Background: an optimization exercise with open tools, aiming at small area, a short achievable clock period and few clock cycles per item. Do not read the settings as production practice. At most, simulation tests tie the RTL to the original design; equivalence was not proved. Power figures rest on the tool's default switching activity, not on a simulated workload.

main:
==> flow/design.v <==
module b62_enc (
    input  wire         clk,
    input  wire         rst,
    input  wire [495:0] alpha,         
    input  wire         start,
    input  wire [15:0]  len,
    output wire         idle,
    input  wire         in_valid,
    input  wire [7:0]   in_data,
    output wire         in_ready,
    output wire         out_valid,
    output wire [7:0]   out_sym,
    output wire         out_last,
    input  wire         out_ready
);
    reg        running;      
    reg [15:0] bytes_left;   
    reg        blz;          
    reg        bl1;          
    reg [18:0] acc;          
    reg [4:0]  have;         
    reg        irdy;         
    reg        idle_r;
    reg        ov;           
    reg [7:0]  osym;
    reg        olast;
    wire       term = blz && (have <= 5'd6);
    wire       can  = running && (blz || (have >= 5'd6));
    wire       cmp  = (acc[4:1] == 4'hF) && (!term || acc[5]);
    wire       lst  = term && !cmp;
    wire [5:0] d    = {acc[5] && (acc[4:1] != 4'hF), acc[4:0]};
    reg [7:0] sym;
    integer k;
    always @(*) begin
        sym = 8'd0;
        for (k = 0; k < 62; k = k + 1)
            if (d == k[5:0])
                sym = sym | alpha[k*8 +: 8];
    end
    wire        ld   = irdy && in_valid;
    wire        step = can && (!ov || out_ready);
    wire [18:0] ins  = {11'd0, in_data} << have;
    wire [18:0] pre  = ld ? (acc | ins) : acc;
    wire [18:0] sh   = cmp ? (pre >> 5) : (pre >> 6);
    wire [18:0] acc_n = step ? (lst ? 19'd0 : sh) : pre;
    function [4:0] addc;
        input [4:0] h;
        input integer c;
        integer t;
        begin
            addc = 5'd0;
            for (t = 0; t < 20; t = t + 1)
                if (h == t)
                    addc = t + c;
        end
    endfunction
    wire [4:0]  h_01  = cmp ? addc(have, -5) : addc(have, -6);
    wire [4:0]  h_11  = cmp ? addc(have, 3) : addc(have, 2);
    wire [4:0]  have_n = lst && step ? 5'd0 :
                         {ld, step} == 2'b00 ? have :
                         {ld, step} == 2'b10 ? addc(have, 8) :
                         {ld, step} == 2'b01 ? h_01 : h_11;
    wire        r_00  = (have < 5'd12);
    wire        r_10  = (have < 5'd4);
    wire        r_01  = cmp ? (have < 5'd17) : (have < 5'd18);
    wire        r_11  = cmp ? (have < 5'd9) : (have < 5'd10);
    wire        blz_n = blz || (ld && bl1);
    wire        irdy_n = !blz_n && ({ld, step} == 2'b00 ? r_00 :
                                    {ld, step} == 2'b10 ? r_10 :
                                    {ld, step} == 2'b01 ? r_01 : r_11);
    wire [15:0] bl_dec = bytes_left - 16'd1;
    assign idle      = idle_r;
    assign in_ready  = irdy;
    assign out_valid = ov;
    assign out_sym   = osym;
    assign out_last  = olast;
    always @(posedge clk) begin
        if (rst) begin
            running    <= 1'b0;
            bytes_left <= 16'd0;
            blz        <= 1'b1;
            bl1        <= 1'b0;
            acc        <= 19'd0;
            have       <= 5'd0;
            irdy       <= 1'b0;
            idle_r     <= 1'b1;
            ov         <= 1'b0;
            osym       <= 8'd0;
            olast      <= 1'b0;
        end else if (idle_r) begin
            if (start) begin
                running    <= (len != 16'd0);
                bytes_left <= len;
                blz        <= (len == 16'd0);
                bl1        <= (len == 16'd1);
                acc        <= 19'd0;
                have       <= 5'd0;
                irdy       <= (len != 16'd0);
                idle_r     <= (len == 16'd0);
            end
        end else begin
            if (step) begin
                osym  <= sym;
                olast <= lst;
                ov    <= 1'b1;
                if (lst)
                    running <= 1'b0;
            end else if (out_ready) begin
                ov    <= 1'b0;
                if (!running)
                    idle_r <= 1'b1;
            end
            acc  <= acc_n;
            have <= have_n;
            if (ld) begin
                bytes_left <= bl_dec;
                bl1        <= (bytes_left == 16'd2);
            end
            blz  <= blz_n;
            irdy <= irdy_n;
        end
    end
endmodule
module b62_dec (
    input  wire         clk,
    input  wire         rst,
    input  wire [495:0] alpha,         
    input  wire         start,
    input  wire [15:0]  len,
    output wire         idle,
    input  wire         in_valid,
    input  wire [7:0]   in_sym,
    output wire         in_ready,
    output wire         out_valid,
    output wire [7:0]   out_data,
    input  wire         out_ready,
    output wire         done,
    output wire         err,
    output wire [15:0]  err_idx,
    output wire [15:0]  olen
);
    reg        idle_r;
    reg        done_r;
    reg        irdy;         
    reg [15:0] rem;          
    reg        rnz;          
    reg        r1;           
    reg        sv;
    reg [7:0]  sym;
    reg        slast;
    reg        fin;          
    reg        tailp;        
    reg [15:0] i;            
    reg [6:0]  acc;          
    reg [2:0]  off;
    reg        err_r;
    reg [15:0] olen_r;       
    reg        v0, v1;
    reg [7:0]  ob0, ob1;
    reg [5:0] x;
    reg       hit;
    reg       cmpc;          
    integer k;
    always @(*) begin
        x    = 6'd0;
        hit  = 1'b0;
        cmpc = 1'b0;
        for (k = 0; k < 62; k = k + 1) begin
            if (alpha[k*8 +: 8] == sym) begin
                x   = x | k[5:0];
                hit = 1'b1;
                if (k == 30 || k == 31)
                    cmpc = 1'b1;
            end
        end
    end
    function [2:0] bitlen;
        input [5:0] val;
        begin
            if (val[5])      bitlen = 3'd6;
            else if (val[4]) bitlen = 3'd5;
            else if (val[3]) bitlen = 3'd4;
            else if (val[2]) bitlen = 3'd3;
            else if (val[1]) bitlen = 3'd2;
            else if (val[0]) bitlen = 3'd1;
            else             bitlen = 3'd0;
        end
    endfunction
    wire [12:0] sum  = {6'd0, acc} | ({7'd0, x} << off);
    wire [7:0]  b0   = sum[7:0];
    wire        good = hit && !err_r;
    wire [2:0]  o5   = off + 3'd5;
    wire [2:0]  o6   = off + 3'd6;
    wire        f_nl = cmpc ? (off >= 3'd3) : (off >= 3'd2);
    wire [6:0]  bl;
    assign bl[6] = x[5];
    assign bl[5] = !x[5] && x[4];
    assign bl[4] = !x[5] && !x[4] && x[3];
    assign bl[3] = !x[5] && !x[4] && !x[3] && x[2];
    assign bl[2] = !x[5] && !x[4] && !x[3] && !x[2] && x[1];
    assign bl[1] = !x[5] && !x[4] && !x[3] && !x[2] && !x[1] && x[0];
    assign bl[0] = (x == 6'd0);
    reg  [2:0]  o_l;
    reg         f_l, t_l;
    integer b;
    always @(*) begin
        o_l = 3'd0;
        f_l = 1'b0;
        t_l = 1'b0;
        for (b = 0; b < 7; b = b + 1) begin
            if (bl[b]) begin
                o_l = o_l | (off + b[2:0]);
                f_l = f_l | ({1'b0, off} + b[3:0] >= 4'd8);
                t_l = t_l | ((off + b[2:0]) != 3'd0);
            end
        end
    end
    wire [2:0]  off_n = slast ? o_l : (cmpc ? o5 : o6);
    wire        full  = slast ? f_l : f_nl;      
    wire        take  = sv && !v1;
    wire        fpush = tailp && !v1;
    wire        push  = (take && good && (full || (slast && t_l))) || fpush;
    wire [7:0]  ob_in  = tailp ? {1'b0, acc} : b0;
    wire        pop   = v0 && out_ready;
    wire        v0_n  = pop ? (v1 || push) : (v0 || push);
    wire        v1_n  = !pop && (v1 || (v0 && push));
    wire        acc_in  = in_valid && irdy;
    wire        rnz_n   = rnz && !(acc_in && r1);
    wire        sv_n    = acc_in || (sv && !take);
    wire        irdy_n  = rnz_n && (!sv_n || !v1_n);
    assign idle      = idle_r;
    assign in_ready  = irdy;
    assign out_valid = v0;
    assign out_data  = ob0;
    assign done      = done_r;
    assign err       = err_r;
    assign err_idx   = i;
    assign olen      = olen_r;
    always @(posedge clk) begin
        if (rst) begin
            idle_r <= 1'b1;
            done_r <= 1'b0;
            irdy   <= 1'b0;
            rem    <= 16'd0;
            rnz    <= 1'b0;
            r1     <= 1'b0;
            sv     <= 1'b0;
            sym    <= 8'd0;
            slast  <= 1'b0;
            fin    <= 1'b0;
            tailp  <= 1'b0;
            i      <= 16'd0;
            acc    <= 7'd0;
            off    <= 3'd0;
            err_r  <= 1'b0;
            olen_r <= 16'd0;
            v0     <= 1'b0;
            v1     <= 1'b0;
            ob0    <= 8'd0;
            ob1    <= 8'd0;
        end else if (idle_r) begin
            if (start) begin
                idle_r <= 1'b0;
                rem    <= len;
                rnz    <= (len != 16'd0);
                r1     <= (len == 16'd1);
                irdy   <= (len != 16'd0);
                sv     <= 1'b0;
                slast  <= 1'b0;
                fin    <= (len == 16'd0);
                tailp  <= 1'b0;
                done_r <= (len == 16'd0);
                i      <= 16'hFFFF;
                acc    <= 7'd0;
                off    <= 3'd0;
                err_r  <= 1'b0;
                olen_r <= 16'd0;
                v0     <= 1'b0;
                v1     <= 1'b0;
            end
        end else if (done_r) begin
            done_r <= 1'b0;
            idle_r <= 1'b1;
        end else begin
            if (acc_in) begin
                sym   <= in_sym;
                slast <= r1;
                rem   <= rem - 16'd1;
                r1    <= (rem == 16'd2);
            end
            rnz  <= rnz_n;
            sv   <= sv_n;
            irdy <= irdy_n;
            if (take) begin
                if (!err_r) begin
                    i <= i + 16'd1;
                    if (!hit) begin
                        err_r <= 1'b1;
                    end else begin
                        acc <= full ? {2'b00, sum[12:8]} : sum[6:0];
                        off <= off_n;
                    end
                end
                if (slast) begin
                    fin   <= 1'b1;
                    tailp <= good && f_l && t_l;
                end
            end
            if (fpush)
                tailp <= 1'b0;
            if (pop)
                olen_r <= olen_r + 16'd1;
            if (fin && !tailp && !v1 && (!v0 || out_ready))
                done_r <= 1'b1;
            v0  <= v0_n;
            v1  <= v1_n;
            ob0 <= pop ? (v1 ? ob1 : ob_in) : (v0 ? ob0 : ob_in);
            if (!v1)
                ob1 <= ob_in;
        end
    end
endmodule
module b62_codec (
    input  wire        clk,
    input  wire        rst,
    input  wire        tt_we,
    input  wire [5:0]  tt_addr,
    input  wire [7:0]  tt_data,
    input  wire        enc_start,
    input  wire [15:0] enc_len,
    output wire        enc_idle,
    input  wire        enc_in_valid,
    input  wire [7:0]  enc_in_data,
    output wire        enc_in_ready,
    output wire        enc_out_valid,
    output wire [7:0]  enc_out_sym,
    output wire        enc_out_last,
    input  wire        enc_out_ready,
    input  wire        dec_start,
    input  wire [15:0] dec_len,
    output wire        dec_idle,
    input  wire        dec_in_valid,
    input  wire [7:0]  dec_in_sym,
    output wire        dec_in_ready,
    output wire        dec_out_valid,
    output wire [7:0]  dec_out_data,
    input  wire        dec_out_ready,
    output wire        dec_done,
    output wire        dec_err,
    output wire [15:0] dec_err_idx,
    output wire [15:0] dec_olen
);
    reg [495:0] alpha;
    genvar g;
    generate
        for (g = 0; g < 62; g = g + 1) begin : g_alpha
            always @(posedge clk) begin
                if (tt_we && tt_addr == g)
                    alpha[g*8 +: 8] <= tt_data;
            end
        end
    endgenerate
    b62_enc u_enc (
        .clk       (clk),
        .rst       (rst),
        .alpha     (alpha),
        .start     (enc_start),
        .len       (enc_len),
        .idle      (enc_idle),
        .in_valid  (enc_in_valid),
        .in_data   (enc_in_data),
        .in_ready  (enc_in_ready),
        .out_valid (enc_out_valid),
        .out_sym   (enc_out_sym),
        .out_last  (enc_out_last),
        .out_ready (enc_out_ready)
    );
    b62_dec u_dec (
        .clk       (clk),
        .rst       (rst),
        .alpha     (alpha),
        .start     (dec_start),
        .len       (dec_len),
        .idle      (dec_idle),
        .in_valid  (dec_in_valid),
        .in_sym    (dec_in_sym),
        .in_ready  (dec_in_ready),
        .out_valid (dec_out_valid),
        .out_data  (dec_out_data),
        .out_ready (dec_out_ready),
        .done      (dec_done),
        .err       (dec_err),
        .err_idx   (dec_err_idx),
        .olen      (dec_olen)
    );
endmodule
clock: 9.0 ns
lec_check: 0
cap_margin: 20
core_margin: 2
core_utilization: 40
setup_slack_margin: 5
slew_margin: 20
run.sh (not shown) runs the stock make flow with config.mk's settings and CLKGATE_MAP_FILE= SYNTH_SCRIPT=/design/flow/synth_recipe.tcl, a recipe that flattens the netlist after the stock synthesis.
The following lists how the feature branch was set up differently from main:
-- flow/design.v --
<<< main, line 25
    reg [7:0]  osym;
    reg        olast;
    wire       term = blz && (have <= 5'd6);
    wire       can  = running && (blz || (have >= 5'd6));
>>> the feature branch, line 25
    reg [7:0]  osym;
    reg        olast;
    reg        ov1;          
    reg [7:0]  osym1;
    reg        olast1;
    wire       term = blz && (have <= 5'd6);
    wire       can  = running && (blz || (have >= 5'd6));
<<< main, line 39
    end
    wire        ld   = irdy && in_valid;
    wire        step = can && (!ov || out_ready);
    wire [18:0] ins  = {11'd0, in_data} << have;
    wire [18:0] pre  = ld ? (acc | ins) : acc;
>>> the feature branch, line 42
    end
    wire        ld   = irdy && in_valid;
    wire        step = can && !ov1;
    wire        pop  = ov && out_ready;
    wire [18:0] ins  = {11'd0, in_data} << have;
    wire [18:0] pre  = ld ? (acc | ins) : acc;
<<< main, line 88
            osym       <= 8'd0;
            olast      <= 1'b0;
        end else if (idle_r) begin
            if (start) begin
>>> the feature branch, line 92
            osym       <= 8'd0;
            olast      <= 1'b0;
            ov1        <= 1'b0;
            osym1      <= 8'd0;
            olast1     <= 1'b0;
        end else if (idle_r) begin
            if (start) begin
<<< main, line 100
            end
        end else begin
            if (step) begin
                osym  <= sym;
                olast <= lst;
                ov    <= 1'b1;
                if (lst)
                    running <= 1'b0;
            end else if (out_ready) begin
                ov    <= 1'b0;
                if (!running)
                    idle_r <= 1'b1;
            end
            acc  <= acc_n;
            have <= have_n;
>>> the feature branch, line 107
            end
        end else begin
            if (pop ? ov1 : ov) begin
                if (pop) begin
                    osym  <= osym1;
                    olast <= olast1;
                end
            end else begin
                osym  <= sym;
                olast <= lst;
            end
            if (!ov1) begin
                osym1  <= sym;
                olast1 <= lst;
            end
            ov  <= pop ? (ov1 || step) : (ov || step);
            ov1 <= !pop && (ov1 || (ov && step));
            if (step && lst)
                running <= 1'b0;
            if (pop && !ov1 && !running)
                idle_r <= 1'b1;
            acc  <= acc_n;
            have <= have_n;
Results
Per the final summary, main finished and its layout is clean on timing, DRC and antenna. The feature branch: full flow OK, the timing, DRC and antenna checks passed. Global-route usage: higher on main. main -> the feature branch: post-route total power flat. In the feature branch, met3 usage in global routing is lower than in main. Relative to main, the clock net sink count measured on the feature branch has increased slightly. main → the feature branch: cell area after synthesis +about 1.5%; post-CTS setup buffer count +7.1%; via total after detailed routing +about 0.5%; mean routed wirelength per cell -1.7 um. Diff the feature branch and main: switching share of total power lower in main. Changes observed in the feature branch relative to main: smallest setup slack after layout now sits lower; total number of cells along the worst setup path down 2; post-synthesis cell count grew by 93.
Testbench counts of the feature branch, summed over its fixed seeds: cycles 13,877, items 9,181.
Function not checked in main: the RTL went through the layout flow alone.

[separate check: timing with driven ports]
In the flow no input, the clock included, has a driving cell. The finished layouts below were timed again as built, in two steps.
Step 1, drivers: a clkbuf_16 drives clk and a buf_2 each remaining input, both assumed.
Step 2 adds t to the input delays and takes it off the output delays; t is the mean of the earliest and latest rising clock arrival at the registers after step 1. Input paths then give back, and output paths get back, about the clock's delay inside the block.
Three values: no drivers, after step 1, after step 2; two values: the first two.
run	t, ns	setup slack, ns	clock arrival spread, ns	worst slew at a driven data input, ns
main	0.695	4.916 / 4.916 / 4.331	0.038 / 0.038	0.11
the feature branch	0.697	4.902 / 4.902 / 4.372	0.028 / 0.028	0.07
After both steps setup and hold are still met in every run listed. For main, which loses most, drivers alone change the setup slack by 0.000 ns; drivers and shift together by -0.585 ns.
